This is an optimization exercise on Yosys and OpenROAD, whose aim is small area, not a production implementation.
Function not checked in this run: the RTL went through the layout flow alone.
Power is estimated from default activity; no workload was simulated.

==> flow/design.v <==
module crc8_byte (
    input  wire [7:0] crc_in,
    input  wire [7:0] data,
    output reg  [7:0] crc_out
);
    integer i;
    reg [7:0] r;
    always @(*) begin
        r = crc_in ^ data;
        for (i = 0; i < 8; i = i + 1) begin
            if (r[7])
                r = {r[6:0], 1'b0} ^ 8'h07;
            else
                r = {r[6:0], 1'b0};
        end
        crc_out = r;
    end
endmodule
module seq_track #(
    parameter M = 60
) (
    input  wire       have_last,
    input  wire [7:0] last,
    input  wire [7:0] r,
    output reg  [7:0] gap
);
    localparam [8:0] MOD = M;
    reg [8:0] expected;
    reg [8:0] wrap;
    always @(*) begin
        expected = ({1'b0, last} % MOD) + 9'd1;
        wrap     = (MOD - expected) + {1'b0, r};
        if (!have_last || {1'b0, r} == expected)
            gap = 8'd0;
        else if ({1'b0, r} > expected)
            gap = r - expected[7:0];
        else
            gap = wrap[7:0];
    end
endmodule
module sat_ctr #(
    parameter W = 12
) (
    input  wire         clk,
    input  wire         rst,
    input  wire         inc,
    input  wire [7:0]   inc_amt,
    output reg  [W-1:0] value
);
    wire [W:0] sum = {1'b0, value} + {{(W+1-8){1'b0}}, inc_amt};
    always @(posedge clk) begin
        if (rst)
            value <= {W{1'b0}};
        else if (inc) begin
            if (sum[W])
                value <= {W{1'b1}};
            else
                value <= sum[W-1:0];
        end
    end
endmodule
module link_rx #(
    parameter CNT_W = 12
) (
    input  wire              clk,
    input  wire              rst,
    input  wire              ser_valid,
    input  wire [7:0]        ser_data,
    input  wire              msg_valid,
    input  wire [7:0]        msg_data,
    input  wire              msg_last,
    input  wire [1:0]        msg_kind,
    input  wire [3:0]        stat_sel,
    output reg  [CNT_W-1:0]  stat_data,
    output reg               ser_pix_valid,
    output reg  [7:0]        ser_pix_data,
    output reg               ser_evt_valid,
    output reg  [1:0]        ser_evt_code,
    output reg  [7:0]        ser_evt_ctr,
    output reg  [7:0]        ser_evt_gap,
    output reg               msg_pix_valid,
    output reg  [7:0]        msg_pix_data,
    output reg               msg_evt_valid,
    output reg  [1:0]        msg_evt_kind,
    output reg  [1:0]        msg_evt_code,
    output reg  [7:0]        msg_evt_ctr,
    output reg  [7:0]        msg_evt_gap,
    output reg  [103:0]      msg_evt_data
);
    localparam [8:0] SEARCH_BUDGET = 9'd400;
    localparam [7:0] READ_LEN      = 8'd198;
    localparam [1:0] KIND_LEDD  = 2'd0;
    localparam [1:0] KIND_PARAM = 2'd1;
    localparam [1:0] KIND_BTN   = 2'd2;
    localparam [1:0] EVT_ACCEPT  = 2'd0;
    localparam [1:0] EVT_CORRUPT = 2'd1;
    localparam [1:0] EVT_SYNC    = 2'd2;    
    localparam [1:0] EVT_BADLEN  = 2'd2;    
    localparam [1:0] EVT_BADMAG  = 2'd3;    
    reg        fs_reading;       
    reg        have_sync0;
    reg [8:0]  search_n;         
    reg [7:0]  read_n;           
    reg [7:0]  ser_crc;
    reg [7:0]  ser_ctr;
    reg        leds_have_last;
    reg [7:0]  leds_last;
    wire [7:0] ser_crc_next;
    crc8_byte u_ser_crc (.crc_in(ser_crc), .data(ser_data), .crc_out(ser_crc_next));
    wire [7:0] leds_gap;
    seq_track #(.M(60)) u_leds_track (
        .have_last(leds_have_last), .last(leds_last), .r(ser_ctr), .gap(leds_gap)
    );
    reg        s_accept, s_corrupt, s_syncfail;
    reg        s_fs_n, s_sync0_n;
    reg [8:0]  s_n_n;
    reg [8:0]  s_n_eff;
    always @(*) begin
        s_accept   = 1'b0;
        s_corrupt  = 1'b0;
        s_syncfail = 1'b0;
        s_fs_n     = fs_reading;
        s_sync0_n  = have_sync0;
        s_n_n      = search_n;
        s_n_eff    = search_n;
        if (ser_valid) begin
            if (fs_reading) begin
                if (read_n == READ_LEN - 8'd1) begin
                    s_fs_n = 1'b0;
                    s_n_n  = 9'd0;
                    if (ser_crc == ser_data)
                        s_accept = 1'b1;
                    else
                        s_corrupt = 1'b1;
                end
            end else if (have_sync0 && ser_data == 8'h55) begin
                s_fs_n    = 1'b1;
                s_sync0_n = 1'b0;
            end else begin
                if (search_n == SEARCH_BUDGET) begin
                    s_syncfail = 1'b1;
                    s_n_eff    = 9'd0;
                end
                s_n_n     = s_n_eff + 9'd1;
                s_sync0_n = (ser_data == 8'hAA);
                if (s_n_n == SEARCH_BUDGET && ser_data != 8'hAA) begin
                    s_syncfail = 1'b1;
                    s_n_n      = 9'd0;
                end
            end
        end
    end
    always @(posedge clk) begin
        if (rst) begin
            fs_reading     <= 1'b0;
            have_sync0     <= 1'b0;
            search_n       <= 9'd0;
            read_n         <= 8'd0;
            ser_crc        <= 8'd0;
            ser_ctr        <= 8'd0;
            leds_have_last <= 1'b0;
            leds_last      <= 8'd0;
            ser_pix_valid  <= 1'b0;
            ser_pix_data   <= 8'd0;
            ser_evt_valid  <= 1'b0;
            ser_evt_code   <= 2'd0;
            ser_evt_ctr    <= 8'd0;
            ser_evt_gap    <= 8'd0;
        end else begin
            fs_reading    <= s_fs_n;
            have_sync0    <= s_sync0_n;
            search_n      <= s_n_n;
            ser_pix_valid <= 1'b0;
            ser_evt_valid <= 1'b0;
            if (ser_valid) begin
                if (!fs_reading) begin
                    if (s_fs_n) begin
                        read_n  <= 8'd0;
                        ser_crc <= 8'h36;
                    end
                end else begin
                    read_n <= read_n + 8'd1;
                    if (read_n < READ_LEN - 8'd1)
                        ser_crc <= ser_crc_next;
                    if (read_n < 8'd196) begin
                        ser_pix_valid <= 1'b1;
                        ser_pix_data  <= ser_data;
                    end
                    if (read_n == 8'd196)
                        ser_ctr <= ser_data;
                end
            end
            if (s_syncfail) begin
                ser_evt_valid <= 1'b1;
                ser_evt_code  <= EVT_SYNC;
                ser_evt_ctr   <= 8'd0;
                ser_evt_gap   <= 8'd0;
            end else if (s_corrupt) begin
                ser_evt_valid <= 1'b1;
                ser_evt_code  <= EVT_CORRUPT;
                ser_evt_ctr   <= 8'd0;
                ser_evt_gap   <= 8'd0;
            end else if (s_accept) begin
                ser_evt_valid  <= 1'b1;
                ser_evt_code   <= EVT_ACCEPT;
                ser_evt_ctr    <= ser_ctr;
                ser_evt_gap    <= leds_gap;
                leds_last      <= ser_ctr;
                leds_have_last <= 1'b1;
            end
        end
    end
    reg [7:0]  m_len;            
    reg [1:0]  m_kind;
    reg [7:0]  m_crc;
    reg [7:0]  m_byte0;
    reg        m_magic_ok;
    reg [7:0]  m_buf [2:15];     
    reg        ledd_have_last;
    reg [7:0]  ledd_last;
    reg        param_have_last;
    reg [7:0]  param_last;
    wire       m_first    = (m_len == 8'd0);
    wire [1:0] m_kind_cur = m_first ? msg_kind : m_kind;
    wire [7:0] m_crc_cur  = m_first ? 8'd0 : m_crc;
    wire [7:0] m_crc_next;
    crc8_byte u_msg_crc (.crc_in(m_crc_cur), .data(msg_data), .crc_out(m_crc_next));
    reg [7:0]  m_exp_len;
    reg [15:0] m_exp_magic;
    always @(*) begin
        case (m_kind_cur)
            KIND_LEDD:  begin m_exp_len = 8'd201; m_exp_magic = 16'hAA55; end
            KIND_PARAM: begin m_exp_len = 8'd17;  m_exp_magic = 16'hAA55; end
            default:    begin m_exp_len = 8'd7;   m_exp_magic = 16'h5AA5; end
        endcase
    end
    wire [7:0] m_ctr = (m_kind_cur == KIND_LEDD) ? m_buf[2] : m_buf[3];
    wire [7:0] ledd_gap;
    wire [7:0] param_gap;
    seq_track #(.M(60))  u_ledd_track (
        .have_last(ledd_have_last), .last(ledd_last), .r(m_ctr), .gap(ledd_gap)
    );
    seq_track #(.M(255)) u_param_track (
        .have_last(param_have_last), .last(param_last), .r(m_ctr), .gap(param_gap)
    );
    wire [7:0] m_len_final = (m_len == 8'd255) ? 8'd255 : m_len + 8'd1;
    wire       m_end       = msg_valid && msg_last;
    wire       m_bad_len   = (m_len_final != m_exp_len);
    wire       m_bad_magic = !m_magic_ok;
    wire       m_bad_crc   = (m_crc_cur != msg_data);
    reg  [1:0] m_code;
    always @(*) begin
        if (m_bad_len)
            m_code = EVT_BADLEN;
        else if (m_bad_magic)
            m_code = EVT_BADMAG;
        else if (m_bad_crc)
            m_code = EVT_CORRUPT;
        else
            m_code = EVT_ACCEPT;
    end
    wire m_accept = m_end && (m_code == EVT_ACCEPT);
    wire m_invalid = m_end && (m_code == EVT_BADLEN || m_code == EVT_BADMAG);
    wire m_corrupt = m_end && (m_code == EVT_CORRUPT);
    integer k;
    always @(posedge clk) begin
        if (rst) begin
            m_len           <= 8'd0;
            m_kind          <= 2'd0;
            m_crc           <= 8'd0;
            m_byte0         <= 8'd0;
            m_magic_ok      <= 1'b0;
            for (k = 2; k <= 15; k = k + 1)
                m_buf[k] <= 8'd0;
            ledd_have_last  <= 1'b0;
            ledd_last       <= 8'd0;
            param_have_last <= 1'b0;
            param_last      <= 8'd0;
            msg_pix_valid   <= 1'b0;
            msg_pix_data    <= 8'd0;
            msg_evt_valid   <= 1'b0;
            msg_evt_kind    <= 2'd0;
            msg_evt_code    <= 2'd0;
            msg_evt_ctr     <= 8'd0;
            msg_evt_gap     <= 8'd0;
            msg_evt_data    <= 104'd0;
        end else begin
            msg_pix_valid <= 1'b0;
            msg_evt_valid <= 1'b0;
            if (msg_valid) begin
                m_kind <= m_kind_cur;
                m_crc  <= m_crc_next;
                if (m_end)
                    m_len <= 8'd0;
                else if (m_len != 8'd255)
                    m_len <= m_len + 8'd1;
                if (m_len == 8'd0)
                    m_byte0 <= msg_data;
                if (m_len == 8'd1)
                    m_magic_ok <= ({msg_data, m_byte0} == m_exp_magic);
                if (m_len >= 8'd2 && m_len <= 8'd15)
                    m_buf[m_len[3:0]] <= msg_data;
                if (m_kind_cur == KIND_LEDD && m_len >= 8'd4 && m_len <= 8'd199) begin
                    msg_pix_valid <= 1'b1;
                    msg_pix_data  <= msg_data;
                end
            end
            if (m_end) begin
                msg_evt_valid <= 1'b1;
                msg_evt_kind  <= m_kind_cur;
                msg_evt_code  <= m_code;
                msg_evt_ctr   <= 8'd0;
                msg_evt_gap   <= 8'd0;
                msg_evt_data  <= 104'd0;
                if (m_accept) begin
                    case (m_kind_cur)
                        KIND_LEDD: begin
                            msg_evt_ctr    <= m_ctr;
                            msg_evt_gap    <= ledd_gap;
                            ledd_last      <= m_ctr;
                            ledd_have_last <= 1'b1;
                        end
                        KIND_PARAM: begin
                            msg_evt_ctr     <= m_ctr;
                            msg_evt_gap     <= param_gap;
                            param_last      <= m_ctr;
                            param_have_last <= 1'b1;
                            msg_evt_data    <= {m_buf[15], m_buf[14], m_buf[13], m_buf[12],
                                                m_buf[11], m_buf[10], m_buf[9],  m_buf[8],
                                                m_buf[7],  m_buf[6],  m_buf[5],  m_buf[4],
                                                m_buf[2]};
                        end
                        default: begin
                            msg_evt_data <= {72'd0, m_buf[5], m_buf[4], m_buf[3], m_buf[2]};
                        end
                    endcase
                end
            end
        end
    end
    wire m_ledd  = (m_kind_cur == KIND_LEDD);
    wire m_param = (m_kind_cur == KIND_PARAM);
    wire m_btn   = !m_ledd && !m_param;
    wire [CNT_W-1:0] c_leds_acc, c_leds_skip, c_leds_cor, c_sync_fail;
    wire [CNT_W-1:0] c_ledd_acc, c_ledd_skip, c_ledd_cor, c_ledd_inv;
    wire [CNT_W-1:0] c_param_acc, c_param_skip, c_param_cor, c_param_inv;
    wire [CNT_W-1:0] c_btn_acc, c_btn_cor, c_btn_inv;
    sat_ctr #(.W(CNT_W)) u_c0  (.clk(clk), .rst(rst), .inc(s_accept),            .inc_amt(8'd1),      .value(c_leds_acc));
    sat_ctr #(.W(CNT_W)) u_c1  (.clk(clk), .rst(rst), .inc(s_accept),            .inc_amt(leds_gap),  .value(c_leds_skip));
    sat_ctr #(.W(CNT_W)) u_c2  (.clk(clk), .rst(rst), .inc(s_corrupt),           .inc_amt(8'd1),      .value(c_leds_cor));
    sat_ctr #(.W(CNT_W)) u_c3  (.clk(clk), .rst(rst), .inc(s_syncfail),          .inc_amt(8'd1),      .value(c_sync_fail));
    sat_ctr #(.W(CNT_W)) u_c4  (.clk(clk), .rst(rst), .inc(m_accept && m_ledd),  .inc_amt(8'd1),      .value(c_ledd_acc));
    sat_ctr #(.W(CNT_W)) u_c5  (.clk(clk), .rst(rst), .inc(m_accept && m_ledd),  .inc_amt(ledd_gap),  .value(c_ledd_skip));
    sat_ctr #(.W(CNT_W)) u_c6  (.clk(clk), .rst(rst), .inc(m_corrupt && m_ledd), .inc_amt(8'd1),      .value(c_ledd_cor));
    sat_ctr #(.W(CNT_W)) u_c7  (.clk(clk), .rst(rst), .inc(m_invalid && m_ledd), .inc_amt(8'd1),      .value(c_ledd_inv));
    sat_ctr #(.W(CNT_W)) u_c8  (.clk(clk), .rst(rst), .inc(m_accept && m_param), .inc_amt(8'd1),      .value(c_param_acc));
    sat_ctr #(.W(CNT_W)) u_c9  (.clk(clk), .rst(rst), .inc(m_accept && m_param), .inc_amt(param_gap), .value(c_param_skip));
    sat_ctr #(.W(CNT_W)) u_c10 (.clk(clk), .rst(rst), .inc(m_corrupt && m_param),.inc_amt(8'd1),      .value(c_param_cor));
    sat_ctr #(.W(CNT_W)) u_c11 (.clk(clk), .rst(rst), .inc(m_invalid && m_param),.inc_amt(8'd1),      .value(c_param_inv));
    sat_ctr #(.W(CNT_W)) u_c12 (.clk(clk), .rst(rst), .inc(m_accept && m_btn),   .inc_amt(8'd1),      .value(c_btn_acc));
    sat_ctr #(.W(CNT_W)) u_c13 (.clk(clk), .rst(rst), .inc(m_corrupt && m_btn),  .inc_amt(8'd1),      .value(c_btn_cor));
    sat_ctr #(.W(CNT_W)) u_c14 (.clk(clk), .rst(rst), .inc(m_invalid && m_btn),  .inc_amt(8'd1),      .value(c_btn_inv));
    always @(*) begin
        case (stat_sel)
            4'd0:  stat_data = c_leds_acc;
            4'd1:  stat_data = c_leds_skip;
            4'd2:  stat_data = c_leds_cor;
            4'd3:  stat_data = c_sync_fail;
            4'd4:  stat_data = c_ledd_acc;
            4'd5:  stat_data = c_ledd_skip;
            4'd6:  stat_data = c_ledd_cor;
            4'd7:  stat_data = c_ledd_inv;
            4'd8:  stat_data = c_param_acc;
            4'd9:  stat_data = c_param_skip;
            4'd10: stat_data = c_param_cor;
            4'd11: stat_data = c_param_inv;
            4'd12: stat_data = c_btn_acc;
            4'd13: stat_data = c_btn_cor;
            4'd14: stat_data = c_btn_inv;
            default: stat_data = {{(CNT_W-5){1'b0}}, fs_reading, have_sync0,
                                  param_have_last, ledd_have_last, leds_have_last};
        endcase
    end
endmodule
==> flow/run.sh <==
#!/bin/bash
# synth_recipe.tcl (not shown) runs the flow's synth.tcl, then flattens the netlist and writes it again
# the make line also repeats each setting of config.mk as NAME=value (left out here)
make -C /OpenROAD-flow-scripts/flow DESIGN_CONFIG=/design/flow/config.mk WORK_HOME=/design/flow/orfs CLKGATE_MAP_FILE= SYNTH_SCRIPT=/design/flow/synth_recipe.tcl finish
==> flow/config.mk <==
export PLATFORM = sky130hd
export DESIGN_NAME = link_rx
export DESIGN_NICKNAME = link_rx
export VERILOG_FILES = /design/flow/design.v
export SDC_FILE = /design/flow/constraint.sdc
export NUM_CORES = 4
export LEC_CHECK = 0
export CAP_MARGIN = 20
export CORE_MARGIN = 2
export CORE_UTILIZATION = 40
export SLEW_MARGIN = 20
==> flow/constraint.sdc <==
create_clock -name core_clock -period 10.0 [get_ports {clk}]
set_input_delay 2.0000 -clock core_clock [delete_from_list [all_inputs] [get_ports {clk}]]
set_output_delay 2.0000 -clock core_clock [all_outputs]
set_load 0.01 [all_outputs]
==> impl_metrics.json <==
{
  "setup_viol": 0,
  "globalRouteOverflowTotal": 0,
  "ys_warn_count": 5,
  "power_leakage_nw": 11.69,
  "hold_buffers": 0,
  "place_hpwl_um": 61070,
  "route.met2.wl_um": 39090,
  "cts_buffer_depth": 3,
  "cts.sinks": 543,
  "grt_usage_pct": 23.01,
  "fmax_mhz": 138.1,
  "final_nets": 3324,
  "ys_seq_elements": 543,
  "drt_iter0_markers": 2137,
  "clk_latency_ns": 0.65,
  "highest_layer": "met5",
  "required_ns": 10.46,
  "critPathKind": "in -> reg",
  "r2r_slack_ns": 3.24,
  "period_needed_ns": 7.243,
  "tns_ns": 0,
  "wire_per_inst_um": 20.13,
  "io_buffers": 200,
  "slowest_stage": "clkdlybuf4s50_1",
  "dr_total_vias": 23860,
  "syn_area_per_cell_um2": 9.088,
  "synth-main-ff-cell": "dfxtp_1",
  "area_delta_synth_final_pct": 17.36,
  "post_synth_num_cell_types": 93,
  "cts_tree": "yes",
  "drt_wl_total_um": 83730,
  "routed_via_density": 5.737,
  "n_antenna_cell": 0,
  "route.detailed.drc": 0,
  "grt_max_degree": 164,
  "cp.arrival_ns": 7.70,
  "largest_reg_flops": 112,
  "slew_violations": 0,
  "cp_slowest_stage_delay_ns": 0.51,
  "h-tree-depth": 2,
  "outcome": "timing/DRC/antenna clean",
  "cp_cell_sequence": "clkdlybuf4s50_1 > nor4_1 > a21oi_2 > buf_4 > mux2i_1 > inv_1 > ha_1 > fa_1 > nor3_1 > a211oi_1 > a211oi_1 > nor2_1 > o31a_1 > nor2_1 > ha_1 > o21ai_0 > a21oi_1 > o41ai_1 > nor2_1 > a211oi_1 > nor3_1",
  "tightestPinTransition_ns": 1.117,
  "syn_area_um2": 27740,
  "multi_input_comb_area_um2": 14730,
  "drt_first_pass_iters": 6,
  "holdCritPathClass": "reg -> reg",
  "wl_met1_um": 37050,
  "post_cts_buffers": 0,
  "power_density_nw_per_um2": 150.3,
  "seq_area_frac_synth_pct": 43.24,
  "fill_cells": 6413,
  "end_kind": "flop",
  "maxCapViolations": 0,
  "synth_cells": 3052,
  "hold_violations": 0,
  "fin_skew_ns": 0.04380,
  "die_x_um": 267.3,
  "cts.clk_slew.worst_paths_ns": 0.06,
  "start_util_pct": 40.44,
  "grt_pass1_vias": 22770,
  "num_rows": 96,
  "cts_buffers": 59,
  "synth_edf_count": 112,
  "ant_nets": 0,
  "ioPinCount": 201,
  "die_h_um": 267.3,
  "die_area_um2": 71460,
  "post-place-ws_ns": 2.170,
  "cts_root_buf": "clkbuf_16",
  "drive_gt1_share_pct": 5.574,
  "ir_worst_vdd_uv": 152.4,
  "timing.final.crit_share_pct": 72.43,
  "register_area_um2": 11990,
  "setup_slack_ns": 2.757,
  "antenna_found_initial": 1,
  "largestRegisters": "m_buf: 112 flops, msg_evt_data: 104 flops",
  "coreArea_um2": 68590,
  "async_reset_ff_share_pct": 0,
  "regMostFlops": "m_buf",
  "dr_wl_met3_um": 5277,
  "max_slew_margin_pct": 24.77,
  "rsz0062_at_grt": "no",
  "cp-start-kind": "input pin",
  "grt_pass1_wl_um": 130400,
  "globalplace.congestion": 0.9628,
  "worstPathMaxFanout": 15,
  "cts_resized": 0
}
through the flow:
| stage | area, um^2 | hold WS, ns | util [%] | power, mW | cells |
|---|---|---|---|---|---|
| floorplan | 27750 | 0.4358 | - | 2.569 | 3055 |
| global placement | 30540 | 0.4377 | 44.52 | 2.675 | 4050 |
| detailed placement | 30540 | 0.4413 | 44.52 | 2.678 | 4050 |
| CTS | 32550 | 0.4512 | 47.45 | 4.934 | 4160 |
| global route | 32550 | 0.4703 | 47.46 | 5.062 | 4160 |
| finish | 32550 | 0.4486 | 47.46 | 4.894 | 4160 |
placed cells by master, fill, tap and decap left out, drive strengths merged, types with 28 or more instances in the layout:
cell | netlist | final
clkdlybuf4s50 | 0 | 199
nor2 | 271 | 271
clkbuf | 139 | 74
ha | 105 | 105
dfxtp | 431 | 431
buf | 25 | 29
nor4 | 28 | 28
nand4 | 46 | 46
nand2 | 249 | 249
inv | 114 | 114
a21oi | 192 | 192
a31oi | 36 | 36
a22oi | 77 | 77
o21ai | 124 | 124
edfxtp | 112 | 112
nor3 | 104 | 104
xor2 | 50 | 50
nand3 | 83 | 83
mux2i | 69 | 69
and2 | 145 | 145
xnor2 | 83 | 83
a22o | 97 | 97
and3 | 70 | 70
a211oi | 72 | 72
power breakdown:
part           switching [mW]  leakage, nW  internal (mW)  total [mW]
combinational           0.226         6.07          0.125       0.351
clock                   0.940        0.985           1.32        2.26
sequential             0.0215         4.63           2.26        2.28
synth_stat cells (20+ instances only):
cell type | count | area [um^2]
buf_2 | 20 | 100.1
a211oi_1 | 71 | 533.0
nor2_1 | 271 | 1017
nor3_1 | 103 | 515.5
xor2_1 | 50 | 437.9
nand3_1 | 83 | 415.4
nand4_1 | 46 | 287.8
and2_1 | 144 | 900.9
dfxtp_1 | 431 | 8628
clkbuf_1 | 139 | 521.8
mux2i_1 | 69 | 690.7
nand2_1 | 249 | 934.7
o21ai_0 | 104 | 520.5
and3_1 | 70 | 437.9
xnor2_1 | 83 | 727.0
a22oi_1 | 77 | 578.1
a31oi_1 | 36 | 225.2
nor2b_1 | 26 | 162.7
inv_1 | 114 | 427.9
edfxtp_1 | 112 | 3363
ha_1 | 105 | 1314
a311oi_1 | 27 | 236.5
nor4_1 | 24 | 150.1
a21oi_1 | 192 | 960.9
a22o_1 | 97 | 849.6
worst max-delay path: cells and delay by family:
kind	cells	cell delay [ns]
AO/OA/AOI/OAI	8	2.09
AND/OR/NAND/NOR	6	1.25
buffers and inverters	3	0.99
adder cells (fa/ha/maj)	3	0.97
multiplexers	1	0.38
worst paths after layout:
kind / startpoint / to / cells after the start
setup / recovery: msg_kind[1] / u_c5.value[5] / 21
hold / removal: ser_evt_ctr[6] / ser_evt_ctr[6] / 2
setup reg to reg: m_len[0] / u_c5.value[5] / 23
hold reg to reg: ser_evt_ctr[6] / ser_evt_ctr[6] / 2
cell families after synthesis:
family	share of synthesized area, %
xor gates and xnor gates	4.200
adders and majority gates	5.675
muxes	2.653
DFF	43.24
AOI/OAI and AO/OA	19.43
other	0.01352
and+or+nand+nor	20.87
buffers and inverters	3.920
layer usage:
layer | vias to the layer above | global-route usage [%]
met5 | - | 0
met2 | 798 | 38.33
met3 | 147 | 3.218
met1 | 11490 | 30.88
li1 | 11430 | -
met4 | 2 | 7.015
layout make-up:
type,instances,share of cell area (%)
multi-input combinational,2234,45.25
sequential,543,36.84
timing repair buffer,228,6.850
clock buffer,74,4.928
tap,931,3.579
inverter,114,1.315
clock inverter,36,1.242

-- what the ideal ports hide --
How much do the figures lean on ideal ports? The routed layout below was timed once more, with nothing changed but the port constraints.
Step 1 assumes that a clkbuf_16 drives the clock port and a buf_2 every other input.
Step 2 adds t to the input delays and takes it off the output delays; t is the mean of the earliest and latest rising clock arrival at the registers after step 1. Input paths then give back, and output paths get back, about the clock's delay inside the block.
Slacks: no drivers / after step 1 / after step 2; pairs: no drivers / after step 1.
shift t [ns]: 0.692
slack for setup (ns): 2.757 / 2.772 / 2.081
hold WS [ns]: 0.449 / 0.449 / 0.449
clock arrival spread, ns: 0.044 / 0.043
After both steps this run still meets setup and hold. The setup slack of this run moves by +0.015 ns with the drivers and by -0.676 ns with both steps.
